This is an optimization exercise on Yosys and OpenROAD, whose aim is small area, not a production implementation.
Function was checked by simulation only, so behaviour that the tests miss may differ from the original.
Power and IR drop assume default switching activity.

==> flow/design.v <==
module pms_codec #(
    parameter STRICT_LEN = 0
) (
    input             clk,
    input             rst,         
    input             req_valid,
    input      [31:0] req,
    output reg        rsp_valid,
    output reg [15:0] rsp_data
);
    localparam [7:0] START1 = 8'h42;
    localparam [7:0] START2 = 8'h4D;
    wire [3:0] func = req[31:28];
    wire fire = req_valid && !rst;
    wire mid_zero  = (req[27:8] == 20'd0);
    wire is_push   = fire && (func == 4'h1) && mid_zero;
    wire is_clr    = fire && (func == 4'h2) && mid_zero && (req[7:0] == 8'd0);
    wire is_decode = fire && (func == 4'h3) && mid_zero && (req[7:0] == 8'd0);
    wire is_encode = fire && (func == 4'h4) && (req[27:24] == 4'd0);
    wire is_regrd  = fire && (func == 4'h5) && mid_zero;
    wire [7:0] byte_in = req[7:0];
    reg [5:0]  rx_cnt;
    reg        rx_ovf;
    reg        d_done;
    reg        d_ok;
    reg        good;           
    reg [12:0] acc;            
    reg [7:0]  stage [0:23];   
    reg [15:0] meas  [0:11];
    wire cnt_full = rx_cnt[5];               
    wire push_in  = is_push && !cnt_full;
    wire at0      = (rx_cnt[4:0] == 5'd0);
    wire at1      = (rx_cnt[4:0] == 5'd1);
    wire at30     = (rx_cnt[4:0] == 5'd30);
    wire at31     = (rx_cnt[4:0] == 5'd31);
    wire m_st1  = (byte_in == START1);
    wire m_st2  = (byte_in == START2);
    wire m_cshi = (byte_in == {3'd0, acc[12:8]});
    wire m_cslo = (byte_in == acc[7:0]);
    wire match  = at0 ? m_st1 : at1 ? m_st2 : at30 ? m_cshi : at31 ? m_cslo : 1'b1;
    wire good_nxt = (at0 || good) && match;
    wire frame_ok = cnt_full && !rx_ovf && good;
    always @(posedge clk) begin
        if (rst) begin
            rx_ovf <= 1'b0;
            d_done <= 1'b0;
            d_ok   <= 1'b0;
        end else if (is_push) begin
            if (cnt_full)
                rx_ovf <= 1'b1;
        end else if (is_clr) begin
            rx_ovf <= 1'b0;
        end else if (is_decode) begin
            d_done <= 1'b1;
            d_ok   <= frame_ok;
            rx_ovf <= 1'b0;
        end
    end
    wire       cnt_clr = rst || is_clr || is_decode;
    wire [5:0] cnt_t;
    wire [4:0] cnt_s;
    assign cnt_t[0] = push_in;
    genvar gn;
    generate
        for (gn = 0; gn < 5; gn = gn + 1) begin : g_cnt
            pms_ha u_ha (.a(rx_cnt[gn]), .b(cnt_t[gn]), .s(cnt_s[gn]), .co(cnt_t[gn + 1]));
        end
    endgenerate
    always @(posedge clk)
        rx_cnt <= {6{!cnt_clr}} & {rx_cnt[5] | cnt_t[5], cnt_s};
    always @(posedge clk) begin
        if (push_in)
            good <= good_nxt;
    end
    wire [12:0] acc_a = acc & {13{!at0}};
    wire [7:0]  acc_b = byte_in & {8{push_in && !at30 && !at31}};
    wire [13:0] acc_c;
    wire [12:0] acc_nxt;
    assign acc_c[0] = 1'b0;
    genvar ga;
    generate
        for (ga = 0; ga < 13; ga = ga + 1) begin : g_acc
            if (ga == 0)
                pms_ha u_ha (.a(acc_a[ga]), .b(acc_b[ga]), .s(acc_nxt[ga]), .co(acc_c[ga + 1]));
            else if (ga < 8)
                pms_fa u_fa (.a(acc_a[ga]), .b(acc_b[ga]), .c(acc_c[ga]),
                             .s(acc_nxt[ga]), .co(acc_c[ga + 1]));
            else
                pms_ha u_ha (.a(acc_a[ga]), .b(acc_c[ga]), .s(acc_nxt[ga]), .co(acc_c[ga + 1]));
        end
    endgenerate
    always @(posedge clk)
        acc <= acc_nxt;
    wire shift_in = push_in && (rx_cnt[4:2] != 3'b111);
    integer i;
    always @(posedge clk) begin
        if (shift_in) begin
            for (i = 0; i < 23; i = i + 1)
                stage[i] <= stage[i + 1];
            stage[23] <= byte_in;
        end
    end
    integer k;
    always @(posedge clk) begin
        if (is_decode && frame_ok) begin
            for (k = 0; k < 12; k = k + 1)
                meas[k] <= {stage[2 * k], stage[2 * k + 1]};
        end
    end
    reg        tx_valid;
    reg [1:0]  tx_op;       
    reg [15:0] tx_data;
    wire [7:0] enc_op = req[23:16];
    wire op_ok = (enc_op == 8'hE1) || (enc_op == 8'hE2) || (enc_op == 8'hE4);
    always @(posedge clk) begin
        if (rst)
            tx_valid <= 1'b0;
        else if (is_encode)
            tx_valid <= op_ok;
    end
    always @(posedge clk) begin
        if (is_encode) begin
            tx_op   <= {enc_op[2], enc_op[2] | enc_op[1]};
            tx_data <= req[15:0];
        end
    end
    wire [7:0] tx_opb = {5'b11100, tx_op[1], tx_op[0] & ~tx_op[1], ~tx_op[0]};
    wire [8:0] cs_c;
    wire [7:0] cs_s;
    wire [9:0] tx_csum;
    assign cs_c[0] = tx_op[0];
    genvar gc;
    generate
        for (gc = 0; gc < 8; gc = gc + 1) begin : g_cs
            pms_fa u_fa (.a(tx_data[8 + gc]), .b(tx_data[gc]), .c(cs_c[gc]),
                         .s(cs_s[gc]), .co(cs_c[gc + 1]));
        end
    endgenerate
    wire cs_q2, cs_q3, cs_q4, cs_q8;
    wire cs_q5 = cs_s[4] | cs_q4;
    wire cs_q6 = cs_s[5] | cs_q5;
    wire cs_q7 = cs_s[6] | cs_q6;
    assign tx_csum[0] = cs_s[0];
    pms_ha    u_cs1 (.a(cs_s[1]), .b(tx_op[1]), .s(tx_csum[1]), .co(cs_q2));
    pms_ha    u_cs2 (.a(cs_s[2]), .b(cs_q2), .s(tx_csum[2]), .co(cs_q3));
    pms_ha    u_cs3 (.a(cs_s[3]), .b(cs_q3), .s(tx_csum[3]), .co(cs_q4));
    pms_xnor2 u_cs4 (.a(cs_s[4]), .b(cs_q4), .y(tx_csum[4]));
    pms_xnor2 u_cs5 (.a(cs_s[5]), .b(cs_q5), .y(tx_csum[5]));
    pms_xnor2 u_cs6 (.a(cs_s[6]), .b(cs_q6), .y(tx_csum[6]));
    pms_ha    u_cs7 (.a(cs_s[7]), .b(cs_q7), .s(tx_csum[7]), .co(cs_q8));
    pms_xnor2 u_cs8 (.a(cs_c[8]), .b(cs_q8), .y(tx_csum[8]));
    assign tx_csum[9] = cs_c[8] | cs_q8;
    reg [4:0] rd_num;
    always @(posedge clk) begin
        rd_num <= {req[4], req[4] ? req[3] : req[5], req[2:0]};
        if (rst)
            rsp_valid <= 1'b0;
        else
            rsp_valid <= is_regrd;
    end
    wire [11:0] sm;                  
    wire [6:0]  st;                  
    wire [2:0]  ss;                  
    genvar gs;
    generate
        for (gs = 0; gs < 12; gs = gs + 1) begin : g_sm
            if (gs < 8)
                assign sm[gs] = rd_num[4] && !rd_num[3] && (rd_num[2:0] == gs);
            else
                assign sm[gs] = rd_num[4] && rd_num[3] && (rd_num[1:0] == gs - 8);
        end
        for (gs = 0; gs < 6; gs = gs + 1) begin : g_st
            assign st[gs] = !rd_num[4] && rd_num[3] && (rd_num[2:0] == gs);
        end
    endgenerate
    assign st[6] = !rd_num[4] && rd_num[3] && (rd_num[2:1] == 2'b11);
    assign ss[0] = !rd_num[4] && !rd_num[3] && (rd_num[1:0] == 2'd0);
    assign ss[1] = !rd_num[4] && !rd_num[3] && (rd_num[1:0] == 2'd1);
    assign ss[2] = !rd_num[4] && !rd_num[3] && rd_num[1];
    genvar gb, gk;
    generate
        for (gb = 0; gb < 8; gb = gb + 1) begin : g_hi
            wire [3:0] n;
            for (gk = 0; gk < 4; gk = gk + 1) begin : g_k
                pms_aoi222 u_aoi (
                    .a1(sm[3 * gk]),     .a2(meas[3 * gk][8 + gb]),
                    .b1(sm[3 * gk + 1]), .b2(meas[3 * gk + 1][8 + gb]),
                    .c1(sm[3 * gk + 2]), .c2(meas[3 * gk + 2][8 + gb]),
                    .y(n[gk]));
            end
            always @(*) rsp_data[8 + gb] = ~&n;
        end
    endgenerate
    wire [7:0] tx_cs_hi = {6'd0, tx_csum[9:8]};
    wire [7:0] stat0 = {6'd0, d_ok, d_done};
    wire [7:0] stat1 = {rx_ovf, 1'b0, rx_cnt};
    wire [7:0] const_lo = {st[2], st[0] | st[1] | st[2], st[2], 1'b0, st[1],
                           st[1] | st[2] & tx_opb[2], st[0] | st[2] & tx_opb[1],
                           st[1] | st[2] & tx_opb[0]};
    generate
        for (gb = 0; gb < 8; gb = gb + 1) begin : g_lo
            wire [5:0] n;
            for (gk = 0; gk < 4; gk = gk + 1) begin : g_k
                pms_aoi222 u_aoi (
                    .a1(sm[3 * gk]),     .a2(meas[3 * gk][gb]),
                    .b1(sm[3 * gk + 1]), .b2(meas[3 * gk + 1][gb]),
                    .c1(sm[3 * gk + 2]), .c2(meas[3 * gk + 2][gb]),
                    .y(n[gk]));
            end
            pms_aoi222 u_tx (
                .a1(st[3]), .a2(tx_data[8 + gb]),
                .b1(st[4]), .b2(tx_data[gb]),
                .c1(st[6]), .c2(tx_csum[gb]),
                .y(n[4]));
            assign n[5] = ~(st[5] & tx_cs_hi[gb] | ss[0] & stat0[gb] |
                            ss[1] & stat1[gb] | ss[2] & (gb == 0 ? tx_valid : 1'b0));
            always @(*) rsp_data[gb] = ~&n | const_lo[gb];
        end
    endgenerate
endmodule
module pms_aoi222 (
    input  a1, a2, b1, b2, c1, c2,
    output y
);
    assign y = ~(a1 & a2 | b1 & b2 | c1 & c2);
endmodule
module pms_fa (
    input  a, b, c,
    output s, co
);
    assign s  = a ^ b ^ c;
    assign co = a & b | c & (a ^ b);
endmodule
module pms_ha (
    input  a, b,
    output s, co
);
    assign s  = a ^ b;
    assign co = a & b;
endmodule
module pms_xnor2 (
    input  a, b,
    output y
);
    assign y = ~(a ^ b);
endmodule
==> flow/config.mk <==
export PLATFORM = sky130hd
export DESIGN_NAME = pms_codec
export DESIGN_NICKNAME = pms_codec
export VERILOG_FILES = /design/flow/design.v
export SDC_FILE = /design/flow/constraint.sdc
export NUM_CORES = 4
export LEC_CHECK = 0
export CAP_MARGIN = 20
export CORE_MARGIN = 2
export CORE_UTILIZATION = 80
export SLEW_MARGIN = 20
export SYNTH_HIERARCHICAL = 1
==> flow/constraint.sdc <==
create_clock -name core_clock -period 12.0 [get_ports {clk}]
set_input_delay 2.4000 -clock core_clock [delete_from_list [all_inputs] [get_ports {clk}]]
set_output_delay 2.4000 -clock core_clock [all_outputs]
set_load 0.01 [all_outputs]
standard.sh (not shown) runs the stock make flow with config.mk's settings and CLKGATE_MAP_FILE= SYNTH_SCRIPT=/design/flow/synth_recipe.tcl, a recipe that flattens the netlist after the stock synthesis.
==> flow/flow/run.sh <==
#!/bin/bash
# Standard layout, with two changes made through ORFS's own variables:
#  * the port buffers are sky130_fd_sc_hd__buf_1 (every port still gets one);
#  * clock tree synthesis runs without dummy loads, with clkbuf_4 buffers
#    driving sink clusters of at most 10 flip-flops within 45 um.
# Each step's full output is in orfs/logs/; make's own output is in make.log.
set -euo pipefail
cts_args="-sink_clustering_enable -repair_clock_nets -dont_use_dummy_load"
cts_args="$cts_args -buf_list sky130_fd_sc_hd__clkbuf_4 -sink_clustering_size 10 -sink_clustering_max_diameter 45"
bash standard.sh \
    "BUFFER_PORTS_ARGS=-buffer_cell sky130_fd_sc_hd__buf_1" \
    "CTS_ARGS=$cts_args" \
    finish > make.log 2>&1
Next try:
--- a/flow/flow/run.sh
+++ b/flow/flow/run.sh
@@ -3,4 +3,3 @@
 #  * the port buffers are sky130_fd_sc_hd__buf_1 (every port still gets one);
-#  * clock tree synthesis runs without dummy loads, with clkbuf_4 buffers
-#    driving sink clusters of at most 10 flip-flops within 45 um.
+#  * clock tree synthesis runs without dummy loads.
 # Each step's full output is in orfs/logs/; make's own output is in make.log.
Settings changed: CORE_UTILIZATION 80 to 40.
The new run completed with no timing, DRC or antenna violations.
Final cell count went up by a quarter to a third.
Clock power grows by a few percent.
Wire length increases by a few percent.
Global-route usage shrinks by 13 points.
Via count goes down by a few percent.
Clock-buffer cell count goes up by 3.
Non-clock buffer count goes up by 7.
Design area came out higher by a few percent.
Critical path depth is unchanged.
Next try:
--- a/flow/flow/run.sh
+++ b/flow/flow/run.sh
@@ -3,3 +3,4 @@
 #  * the port buffers are sky130_fd_sc_hd__buf_1 (every port still gets one);
-#  * clock tree synthesis runs without dummy loads.
+#  * clock tree synthesis runs without dummy loads, with clkbuf_4 buffers
+#    driving sink clusters of at most 10 flip-flops within 45 um.
 # Each step's full output is in orfs/logs/; make's own output is in make.log.
Settings changed: CORE_UTILIZATION 40 to 90.
Result:
- This time the run never finished: it broke off in 3_5_place_dp with DPL-0033
- area after synthesis is unchanged
- synthesized cell count stays the same
Next try:
--- a/flow/flow/run.sh
+++ b/flow/flow/run.sh
@@ -3,4 +3,3 @@
 #  * the port buffers are sky130_fd_sc_hd__buf_1 (every port still gets one);
-#  * clock tree synthesis runs without dummy loads, with clkbuf_4 buffers
-#    driving sink clusters of at most 10 flip-flops within 45 um.
+#  * clock tree synthesis runs without dummy loads.
 # Each step's full output is in orfs/logs/; make's own output is in make.log.
Settings changed: CORE_UTILIZATION 90 to 60.
After rerunning:
- With this change the flow went through all stages and came out clean
- area after synthesis is unchanged
- synthesized cell count does not change

## separate check: timing with driven ports
The flow's constraints put no driver on any port. The routed layouts listed below were extracted and timed again, unchanged, in two steps. Step 1 sets driving cells, clkbuf_16 on the clock port and buf_2 on the other inputs (assumed; they add their load-dependent delay and slew). Step 2 times the ports against the registers' clock, not the clock port: input delays grow and output delays shrink by t, the midpoint of the rising clock arrivals with the driver on. Slacks: no drivers / after step 1 / after step 2; pairs: no drivers / after step 1.
| run | shift t [ns] | setup slack, ns | worst hold slack (ns) | worst setup path at the end | worst slew at a driven data input, ns |
|---|---|---|---|---|---|
| the first run | 0.689 | 4.052 / 4.012 / 4.584 | 0.409 / 0.409 / 0.409 | input to register | 0.04 |
| the second run | 0.718 | 4.043 / 3.998 / 4.639 | 0.393 / 0.393 / 0.393 | input to register | 0.04 |
| the fourth run | 0.700 | 4.124 / 4.083 / 4.630 | 0.416 / 0.416 / 0.416 | input to register | 0.07 |
After both steps every run listed still meets setup and hold.
